From an optimization exercise on the open Yosys and OpenROAD flow, aimed at small area, a short achievable clock period and few clock cycles per item; shortcuts taken in it are not production practice. In this exercise RTL edits were held to simulation tests only and were not proved equivalent to the original. Power and IR drop assume default switching activity.

<file path="flow/constraint.sdc">
create_clock -name core_clock -period 10.0 [get_ports {clk}]
set_input_delay 2.0000 -clock core_clock [delete_from_list [all_inputs] [get_ports {clk}]]
set_output_delay 2.0000 -clock core_clock [all_outputs]
set_load 0.01 [all_outputs]
</file>
<file path="flow/design.v">
module ppc_decode (
    input  wire         clk,
    input  wire         rst,         
    input  wire         wr_en,
    input  wire [7:0]   wr_addr,
    input  wire [31:0]  wr_data,
    output wire         busy,
    output wire [11:0]  status,
    output wire [31:0]  bits,
    output wire [127:0] fval,
    output wire [9:0]   cmdf
);
    localparam [3:0] R_NONE = 4'd0, R_OK = 4'd1, R_LEN = 4'd2,
                     R_BADDESC = 4'd7, R_BADCMD = 4'd8;
    localparam [2:0] S_IDLE = 3'd0, S_EXTRACT = 3'd1, S_FIELD = 3'd2,
                     S_NUM = 3'd3, S_ENUM = 3'd4, S_STATE = 3'd5;
    reg        lock;
    reg [6:0]  rxlen;
    reg [6:0]  d_rawlen;
    reg [5:0]  d_bitlen;
    reg        d_order;       
    reg        d_half;        
    reg [7:0]  d_sentinel;
    reg        d_st_en;
    reg        d_st_w2;
    reg [5:0]  d_st_pos;
    reg [15:0] d_sa0, d_sa1, d_sb0, d_sb1;
    reg        f_en   [0:3];
    reg        f_kind [0:3];   
    reg [5:0]  f_start[0:3];
    reg [5:0]  f_end  [0:3];
    reg        e_valid[0:7];
    reg [1:0]  e_field[0:7];
    reg [31:0] e_value[0:7];
    reg [31:0] e_pat  [0:7];
    reg [7:0]  raw    [0:63];
    reg [3:0]  res_code;
    reg [3:0]  res_field;
    reg        res_wenum;
    reg        res_ovalid;
    reg [31:0] bits_r;
    reg [31:0] fval_r [0:3];
    reg [3:0]  present_r;
    reg        sa_r, sb_r;
    reg [2:0]  state;
    reg [5:0]  idx;           
    reg [1:0]  fi;            
    reg [2:0]  ei;            
    reg [31:0] acc;
    reg        wenum_acc;
    reg cfg_ok;
    integer k;
    always @(*) begin
        cfg_ok = 1'b1;
        if (d_rawlen[0] || d_rawlen < 7'd4 || d_rawlen > 7'd64) cfg_ok = 1'b0;
        if ({1'b0, d_bitlen} > (d_rawlen >> 1)) cfg_ok = 1'b0;
        for (k = 0; k < 4; k = k + 1) begin
            if (f_en[k]) begin
                if (f_start[k] > f_end[k]) cfg_ok = 1'b0;
                if (f_end[k] >= d_bitlen) cfg_ok = 1'b0;
                if ({1'b0, f_end[k]} - {1'b0, f_start[k]} + 7'd1 > 7'd32) cfg_ok = 1'b0;
            end
        end
        if (d_st_en && ({1'b0, d_st_pos} + {6'd0, d_st_w2} + 7'd1 > {1'b0, d_bitlen}))
            cfg_ok = 1'b0;
        for (k = 0; k < 8; k = k + 1) begin
            if (e_valid[k] && !(f_en[e_field[k]] && f_kind[e_field[k]])) cfg_ok = 1'b0;
        end
    end
    function sample;
        input [7:0] m;
        input [7:0] s;
        begin
            sample = ((d_half ? s : m) == d_sentinel);
        end
    endfunction
    wire [5:0]  cur_start = f_start[fi];
    wire [5:0]  cur_end   = f_end[fi];
    wire [5:0]  cur_wm1   = cur_end - cur_start;            
    wire [31:0] cur_mask  = {32{1'b1}} >> (6'd31 - cur_wm1[4:0]);
    wire [31:0] cur_pat   = bits_r >> cur_start;
    wire        enum_hit  = e_valid[ei] && (e_field[ei] == fi) &&
                            (((e_pat[ei] ^ cur_pat) & cur_mask) == 32'd0);
    wire [31:0] st_sh = bits_r >> d_st_pos;
    wire [1:0]  st_x  = st_sh[1:0];
    wire [1:0]  st_a  = {sample(d_sa1[7:0], d_sa1[15:8]), sample(d_sa0[7:0], d_sa0[15:8])};
    wire [1:0]  st_b  = {sample(d_sb1[7:0], d_sb1[15:8]), sample(d_sb0[7:0], d_sb0[15:8])};
    wire        st_is_a = d_st_w2 ? (st_x == st_a) : (st_x[0] == st_a[0]);
    wire        st_is_b = d_st_w2 ? (st_x == st_b) : (st_x[0] == st_b[0]);
    wire cmd_wr = wr_en && (wr_addr == 8'h00) && (state == S_IDLE);
    integer i;
    always @(posedge clk) begin
        if (rst) begin
            lock       <= 1'b0;
            rxlen      <= 7'd0;
            d_rawlen   <= 7'd0;
            d_bitlen   <= 6'd0;
            d_order    <= 1'b0;
            d_half     <= 1'b0;
            d_sentinel <= 8'd0;
            d_st_en    <= 1'b0;
            d_st_w2    <= 1'b0;
            d_st_pos   <= 6'd0;
            d_sa0      <= 16'd0;
            d_sa1      <= 16'd0;
            d_sb0      <= 16'd0;
            d_sb1      <= 16'd0;
            for (i = 0; i < 4; i = i + 1) begin
                f_en[i]    <= 1'b0;
                f_kind[i]  <= 1'b0;
                f_start[i] <= 6'd0;
                f_end[i]   <= 6'd0;
            end
            for (i = 0; i < 8; i = i + 1) begin
                e_valid[i] <= 1'b0;
                e_field[i] <= 2'd0;
                e_value[i] <= 32'd0;
                e_pat[i]   <= 32'd0;
            end
            res_code   <= R_NONE;
            res_field  <= 4'hF;
            res_wenum  <= 1'b0;
            res_ovalid <= 1'b0;
            present_r  <= 4'd0;
            sa_r       <= 1'b0;
            sb_r       <= 1'b0;
            state      <= S_IDLE;
            idx        <= 6'd0;
            fi         <= 2'd0;
            ei         <= 3'd0;
            acc        <= 32'd0;
            wenum_acc  <= 1'b0;
        end else begin
            if (wr_en && state == S_IDLE) begin
                if (wr_addr == 8'h02 && wr_data[0]) lock <= 1'b1;
                if (wr_addr == 8'h03) rxlen <= wr_data[6:0];
                if (wr_addr[7:6] == 2'b10) raw[wr_addr[5:0]] <= wr_data[7:0];
                if (!lock) begin
                    case (wr_addr)
                        8'h10: d_rawlen   <= wr_data[6:0];
                        8'h11: d_bitlen   <= wr_data[5:0];
                        8'h15: begin d_order <= wr_data[0]; d_half <= wr_data[1]; end
                        8'h16: d_sentinel <= wr_data[7:0];
                        8'h1B: begin
                            d_st_en  <= wr_data[0];
                            d_st_w2  <= wr_data[1];
                            d_st_pos <= wr_data[13:8];
                        end
                        8'h1C: d_sa0 <= wr_data[15:0];
                        8'h1D: d_sa1 <= wr_data[15:0];
                        8'h1E: d_sb0 <= wr_data[15:0];
                        8'h1F: d_sb1 <= wr_data[15:0];
                        default: ;
                    endcase
                    for (i = 0; i < 4; i = i + 1) begin
                        if (wr_addr == 8'h20 + 4 * i) begin
                            f_en[i]    <= wr_data[0];
                            f_kind[i]  <= wr_data[1];
                            f_start[i] <= wr_data[13:8];
                            f_end[i]   <= wr_data[21:16];
                        end
                    end
                    for (i = 0; i < 8; i = i + 1) begin
                        if (wr_addr == 8'h30 + 4 * i) begin
                            e_valid[i] <= wr_data[0];
                            e_field[i] <= wr_data[3:2];
                        end
                        if (wr_addr == 8'h31 + 4 * i) e_value[i] <= wr_data;
                        if (wr_addr == 8'h32 + 4 * i) e_pat[i]   <= wr_data;
                    end
                end
            end
            case (state)
                S_IDLE: begin
                    if (cmd_wr) begin
                        if (wr_data[31:2] != 30'd0 || wr_data[1:0] == 2'd2 ||
                            wr_data[1:0] == 2'd3) begin
                            res_code   <= R_BADCMD;
                            res_field  <= 4'hF;
                            res_wenum  <= 1'b0;
                            res_ovalid <= 1'b0;
                        end else if (wr_data[1:0] == 2'd1) begin
                            res_field  <= 4'hF;
                            res_wenum  <= 1'b0;
                            res_ovalid <= 1'b0;
                            if (!lock || !cfg_ok) begin
                                res_code <= R_BADDESC;
                            end else if (rxlen != d_rawlen) begin
                                res_code <= R_LEN;
                            end else begin
                                res_code  <= R_NONE;
                                bits_r    <= 32'd0;
                                idx       <= 6'd0;
                                wenum_acc <= 1'b0;
                                state     <= S_EXTRACT;
                            end
                        end
                    end
                end
                S_EXTRACT: begin
                    if (idx < d_bitlen) begin
                        bits_r[idx[4:0]] <= sample(raw[{idx[4:0], 1'b0}], raw[{idx[4:0], 1'b1}]);
                        idx <= idx + 6'd1;
                    end else begin
                        fi    <= 2'd0;
                        state <= S_FIELD;
                    end
                end
                S_FIELD: begin
                    if (!f_en[fi]) begin
                        fval_r[fi]    <= 32'd0;
                        present_r[fi] <= 1'b0;
                        if (fi == 2'd3) state <= S_STATE;
                        fi <= fi + 2'd1;
                    end else if (!f_kind[fi]) begin
                        acc   <= 32'd0;
                        idx   <= cur_start;
                        state <= S_NUM;
                    end else begin
                        ei    <= 3'd0;
                        state <= S_ENUM;
                    end
                end
                S_NUM: begin
                    if (d_order)
                        acc <= acc | ({31'd0, bits_r[idx[4:0]]} << (idx - cur_start));
                    else
                        acc <= {acc[30:0], bits_r[idx[4:0]]};
                    if (idx == cur_end) begin
                        if (d_order)
                            fval_r[fi] <= acc | ({31'd0, bits_r[idx[4:0]]} << (idx - cur_start));
                        else
                            fval_r[fi] <= {acc[30:0], bits_r[idx[4:0]]};
                        present_r[fi] <= 1'b1;
                        if (fi == 2'd3) state <= S_STATE;
                        else state <= S_FIELD;
                        fi <= fi + 2'd1;
                    end else begin
                        idx <= idx + 6'd1;
                    end
                end
                S_ENUM: begin
                    if (enum_hit || ei == 3'd7) begin
                        if (enum_hit) begin
                            fval_r[fi]    <= e_value[ei];
                            present_r[fi] <= 1'b1;
                        end else begin
                            fval_r[fi]    <= 32'd0;
                            present_r[fi] <= 1'b0;
                            wenum_acc     <= 1'b1;
                        end
                        if (fi == 2'd3) state <= S_STATE;
                        else state <= S_FIELD;
                        fi <= fi + 2'd1;
                    end else begin
                        ei <= ei + 3'd1;
                    end
                end
                S_STATE: begin
                    if (d_st_en && st_is_a) begin
                        sa_r <= 1'b1; sb_r <= 1'b0;
                    end else if (d_st_en && st_is_b) begin
                        sa_r <= 1'b0; sb_r <= 1'b1;
                    end else begin
                        sa_r <= 1'b0; sb_r <= 1'b0;
                    end
                    res_code   <= R_OK;
                    res_field  <= 4'hF;
                    res_wenum  <= wenum_acc;
                    res_ovalid <= 1'b1;
                    state      <= S_IDLE;
                end
                default: state <= S_IDLE;
            endcase
        end
    end
    assign busy   = (state != S_IDLE);
    assign status = {lock, cfg_ok, res_ovalid, res_wenum, res_field, res_code};
    assign bits   = bits_r;
    assign fval   = {fval_r[3], fval_r[2], fval_r[1], fval_r[0]};
    assign cmdf   = {sb_r, sa_r, 4'd0, present_r};
endmodule
</file>
<file path="flow/config.mk">
export PLATFORM = sky130hd
export DESIGN_NAME = ppc_decode
export DESIGN_NICKNAME = ppc_decode
export VERILOG_FILES = /design/flow/design.v
export SDC_FILE = /design/flow/constraint.sdc
export NUM_CORES = 4
export LEC_CHECK = 0
export CAP_MARGIN = 20
export CORE_MARGIN = 2
export CORE_UTILIZATION = 40
export PLACE_DENSITY = 0.6
export SLEW_MARGIN = 20
</file>
<file path="flow/run.sh">
#!/bin/bash
# synth_recipe.tcl (not shown) runs the flow's synth.tcl, then flattens the netlist and writes it again
# the make line also repeats each setting of config.mk as NAME=value (left out here)
make -C /OpenROAD-flow-scripts/flow DESIGN_CONFIG=/design/flow/config.mk WORK_HOME=/design/flow/orfs CLKGATE_MAP_FILE= SYNTH_SCRIPT=/design/flow/synth_recipe.tcl finish
</file>
==> run summary <==
The run finished with no timing, DRC or antenna violations. The power dissipated by switching net loads came out at 2720 µW. At the end of the flow, the number of nets in the layout was between 6000 and 7000.

The number of buffers added for setup after CTS is 0. The number of maximum-capacitance violations is 0. Adding up every negative setup slack in the final design gives 0 ns. The power per cell area came out at approximately 160 nW/µm².

The routability congestion estimate is approximately 0.94. Headroom to the max-slew limit came out at 19.3%. For the final database, setup skew stands at 0.0646 ns. The die outline height is around 410 µm. The xor-xnor portion of the synthesized cell area is about 1.4%. The via count is about 50000.

The floorplan has between 100 and 150 rows. After detailed routing, the average wire length per cell comes to approximately 25 µm. The startpoint class of the critical path is a register. The synthesized design contains around 670 enable-type register cells. The synthesized netlist devotes approximately 13% of its cell area to compound gates. After clock tree synthesis, the repair step resized 0 gates. The fraction of synthesis flops using an asynchronous set or reset pin came out at 0%. The die span in x is 408 µm. Derived from the worst setup path, the maximum achievable clock frequency is approximately 130 MHz. On the critical path, the stage with the largest delay is an instance of sky130_fd_sc_hd__and2_2. The proportion of synthesized area in mux cells is between 10% and 20%. The final max-slew violation count came to 0. In this run the clock root is driven by a sky130_fd_sc_hd__clkbuf_16. The combinational fraction of design power is under 10%. The shortest clock period the worst path allows after layout came out at 7.48 ns. The post-synth design cell area came out at 65200 µm².

A synthesized cell averages between 10 and 15 µm². After clock tree synthesis, the clock-pin slew on the worst setup and hold paths is 0.06 ns. The total clock buffers created by CTS came out at about 150.

The critical path endpoint category is a register. Setup repair after global routing left no endpoint under its margin. The routed design uses roughly 99000 µm of met2 wire. The initial antenna violation count is 7. By area, the combinational part of the netlist is dominated by simple AND/OR/NAND/NOR gates.

The data arrival time of the worst path came out at ~8 ns. The worst path setup slack after routing came out at between 2 and 3 ns. For this design, the sink count on the clock tree is 1431. In the global route stage, overall resource usage came out at approximately 25%. For this run the aggregate overflow at the end of global routing stands at 0.

The number of buffers on the longest clock path is 3. The number of vias per cell after detailed routing is 5.79. Entering global routing, the biggest net connects 248 pins. The relative contribution of the clock network to total power came out at 47.5%. The clock tree from TritonCTS is yes.

The cts-stage hold buffer count came out at 0. The post-synthesis adder-cell area fraction came out at 2.82%. The path type of the worst setup path is reg -> reg. The maximum level of the CTS H-tree is 4.

The static leakage power came out at about 0.024 µW. The worst path required time came out at about 10 ns. After synthesis, flip-flops and latches occupy between 50% and 60% of the total area.

Timing analysis after detailed placement gives a worst setup slack of between 2 and 3 ns. The detailed router used layers up to and including met5. Leaving out fill and tap cells, the most frequent cells in the layout are 1537 x sky130_fd_sc_hd__nand2_1, 825 x sky130_fd_sc_hd__a21oi_1, 751 x sky130_fd_sc_hd__dfxtp_1. The peak ir drop on the vdd network came out at between 0.15 and 0.2 mV. The area growth from synthesis to layout came out at 14.0%. The first global-routing pass estimated approximately 320000 µm of wire. In the routed design, unresolved DRC markers number 0.

Net switching is 22.4% of the power. The number of endpoints failing setup at the final stage is 0. In this run the worst path has a maximum fanout of between 40 and 50. The core region area is between 150000 and 200000 µm². The routed metal-1 wire length is between 90000 and 100000 µm. The number of DRC markers in iteration 0 came out at 6248. The hold violation total from the final report is 0. The number of distinct library cells after synthesis is roughly 90. The port buffer count is 217. The first-pass iteration count of the detailed router came out at 11. Counting cells, the worst reg-to-reg path comes to 19. The later-pin clock latency in the skew report came out at about 0.85 ns. The worst hold path passes through 2 cells. The portion of total power attributed to sequential cells is just over 50%. The count of warnings emitted by yosys is 9. The slew at the pin closest to its max-slew limit came out at around 1.2 ns.

The post-synthesis register bit count came out at about 1400. The via count of the first global-routing pass is between 40000 and 50000. For this block, the routed nets add up to about 220000 µm of wire. The primary flip-flop cell chosen by synthesis mapping is sky130_fd_sc_hd__dfxtp_1.

The largest stage delay on the critical path came out at 0.87 ns. The ratio of cells with drive above 1 in the final layout came out at 11.4%. The number of top-level pins is 226.

The HPWL after detailed placement is approximately 140000 µm. The area of the die is around 170000 µm². The final period utilization came out at 74.8%. The path class of the tightest hold or removal check is reg -> reg. The critical path goes through inv_1, ha_1, a22o_1, o21ai_4, buf_4, inv_2, ha_1, fa_1, xor2_1, and2_1, or3_1, a21oi_1, a211o_1, a211oi_1, a311oi_1, o41ai_2, nand4_1, a21oi_1, and2_2. The simple-gate portion of the synthesized area is 13.7%. The number of nets still failing antenna checks after routing came out at 0. The initial utilization of the core area, before any placement, comes to between 40 and 50%. The commonest non-fill, non-tap cell in the layout is sky130_fd_sc_hd__nand2_1. The cell-internal power is approximately 9400 µW. The total met3 wirelength after detailed routing is about 17000 µm.

Synthesis produced a netlist whose cell count is roughly 6400.
synth_stat cells (12+ instances only):
cell type / instances / area, µm²
sky130_fd_sc_hd__nand2_1: 1539 / 5780
sky130_fd_sc_hd__a21oi_1: 826 / 4130
sky130_fd_sc_hd__dfxtp_1: 759 / 15200
sky130_fd_sc_hd__edfxtp_1: 672 / 20200
sky130_fd_sc_hd__clkbuf_1: 427 / 1600
sky130_fd_sc_hd__nor2_1: 328 / 1230
sky130_fd_sc_hd__mux4_2: 195 / 4390
sky130_fd_sc_hd__mux2i_1: 135 / 1350
sky130_fd_sc_hd__ha_1: 134 / 1680
sky130_fd_sc_hd__inv_1: 123 / 462
sky130_fd_sc_hd__o21ai_0: 94 / 470
sky130_fd_sc_hd__a22oi_1: 92 / 691
sky130_fd_sc_hd__mux2_2: 85 / 957
sky130_fd_sc_hd__a222oi_1: 84 / 841
sky130_fd_sc_hd__nand3_1: 79 / 395
sky130_fd_sc_hd__xnor2_1: 77 / 674
sky130_fd_sc_hd__nor3_1: 57 / 285
sky130_fd_sc_hd__a211oi_1: 54 / 405
sky130_fd_sc_hd__a221oi_1: 53 / 464
sky130_fd_sc_hd__buf_1: 44 / 165
sky130_fd_sc_hd__a21o_1: 34 / 255
sky130_fd_sc_hd__nand4_1: 32 / 200
sky130_fd_sc_hd__xor2_1: 29 / 254
sky130_fd_sc_hd__nand2b_1: 27 / 169
sky130_fd_sc_hd__buf_2: 24 / 120
sky130_fd_sc_hd__nor4_1: 24 / 150
sky130_fd_sc_hd__and2_1: 22 / 138
sky130_fd_sc_hd__nor2b_1: 21 / 131
sky130_fd_sc_hd__a31oi_1: 17 / 106
sky130_fd_sc_hd__buf_4: 17 / 128
sky130_fd_sc_hd__o211ai_1: 14 / 105
sky130_fd_sc_hd__o21a_1: 14 / 105
sky130_fd_sc_hd__o22ai_1: 14 / 87.6
sky130_fd_sc_hd__a22o_1: 12 / 105
sky130_fd_sc_hd__and3_1: 12 / 75.1
metal layers:
metal / GRT usage [%] / up-vias
li1: - / 22700
met1: 34.9 / 24900
met2: 39.6 / 2167
met3: 4.18 / 360
met4: 9.36 / 4
met5: 0 / -
registers in the layout, indices dropped and copies added (netlist names), 8 cells and up, named ones only:
register and flops:
raw 512, e_field 16, e_value 256, e_valid 8, f_end 24, fval_r 128, f_start 24, acc 32
e_pat 256, d_sentinel 8, d_sa0 16, d_sb1 16, d_sa1 16, d_sb0 16, bits_r 32
path summary, 6_finish.rpt:
kind | slack (ns) | from | to
min | 0.45 | e_pat[0][7] | e_pat[0][7]
min reg2reg | 0.45 | e_pat[0][7] | e_pat[0][7]
max reg2reg | 2.52 | fi[0] | fval_r[1][30]
max | 2.52 | fi[0] | fval_r[1][30]
through the flow:
stage	instances	instance area [µm²]	hold slack (ns)	power, µW	utilization (%)
2_1_floorplan	6369	65300	0.428	6370	-
3_3_place_gp	8361	69100	0.438	6500	42.6
4_1_cts	8640	74300	0.451	12200	45.8
6_report	8646	74400	0.451	12200	45.8
3_5_place_dp	8361	69100	0.444	6510	42.6
5_1_grt	8645	74300	0.463	12500	45.8
final cells by class:
cell class / count / area [µm²]
flip-flops and latches: 1431 / 35400
well taps: 2175 / 2720
inverters: 130 / 489
clock buffers: 213 / 4320
fillers: 14900 / 88100
clock inverters: 66 / 880
diodes: 4 / 10.0
repair buffers: 338 / 3090
multi-input cells: 4289 / 27500
cell families (layout without fill, tap and decap cells):
group	count (synthesis)	in the layout
and+or+nand+nor	2188	2188
DFF	1431	1431
AOI/OAI and AO/OA	1424	1424
buffers and inverters	649	747
muxes	421	421
adders and majority gates	142	142
xor gates and xnor gates	106	106
other	2	12
power groups by stage:
stage               registers (µW)  clock network, µW  logic, µW
floorplan                     6240                  0        122
global placement              6240                  0        259
detailed placement            6240                  0        263
CTS                           6120               5850        263
global route                  6110               6080        277
finish                        6120               5770        267
worst max-delay path, delay by kind of cell, from the launching register on:
family	cells	cell delay [ns]
simple gates	4	1.60
xor+xnor	1	0.51
buf+inv	3	0.90
flops	1	0.46
fa+ha+maj	3	1.30
compound gates	8	2.27
Testbench counts, summed over its fixed seeds: cycles 38,825, decodes 384.

## afterwards: timing with drivers on the ports
Ports are ideal in the flow. The routed layout listed here was re-timed in OpenROAD.
Step 1, drivers: a clkbuf_16 drives clk and a buf_2 each remaining input, both assumed.
Step 2 moves the port delays by t, midway between the first and last clock arrival at a register: inputs arrive t later, outputs are due t later. That takes back most of the time a late clock gives input paths.
Three values: ideal, step 1, step 2; two values: the first two.
shift t [ns]: 0.896
setup WS [ns]: 2.523 / 2.523 / 2.523
worst hold slack (ns): 0.451 / 0.451 / 0.451
After both steps this run still meets setup and hold. For this run, drivers alone change the setup slack by 0.000 ns; drivers and shift together by 0.000 ns.
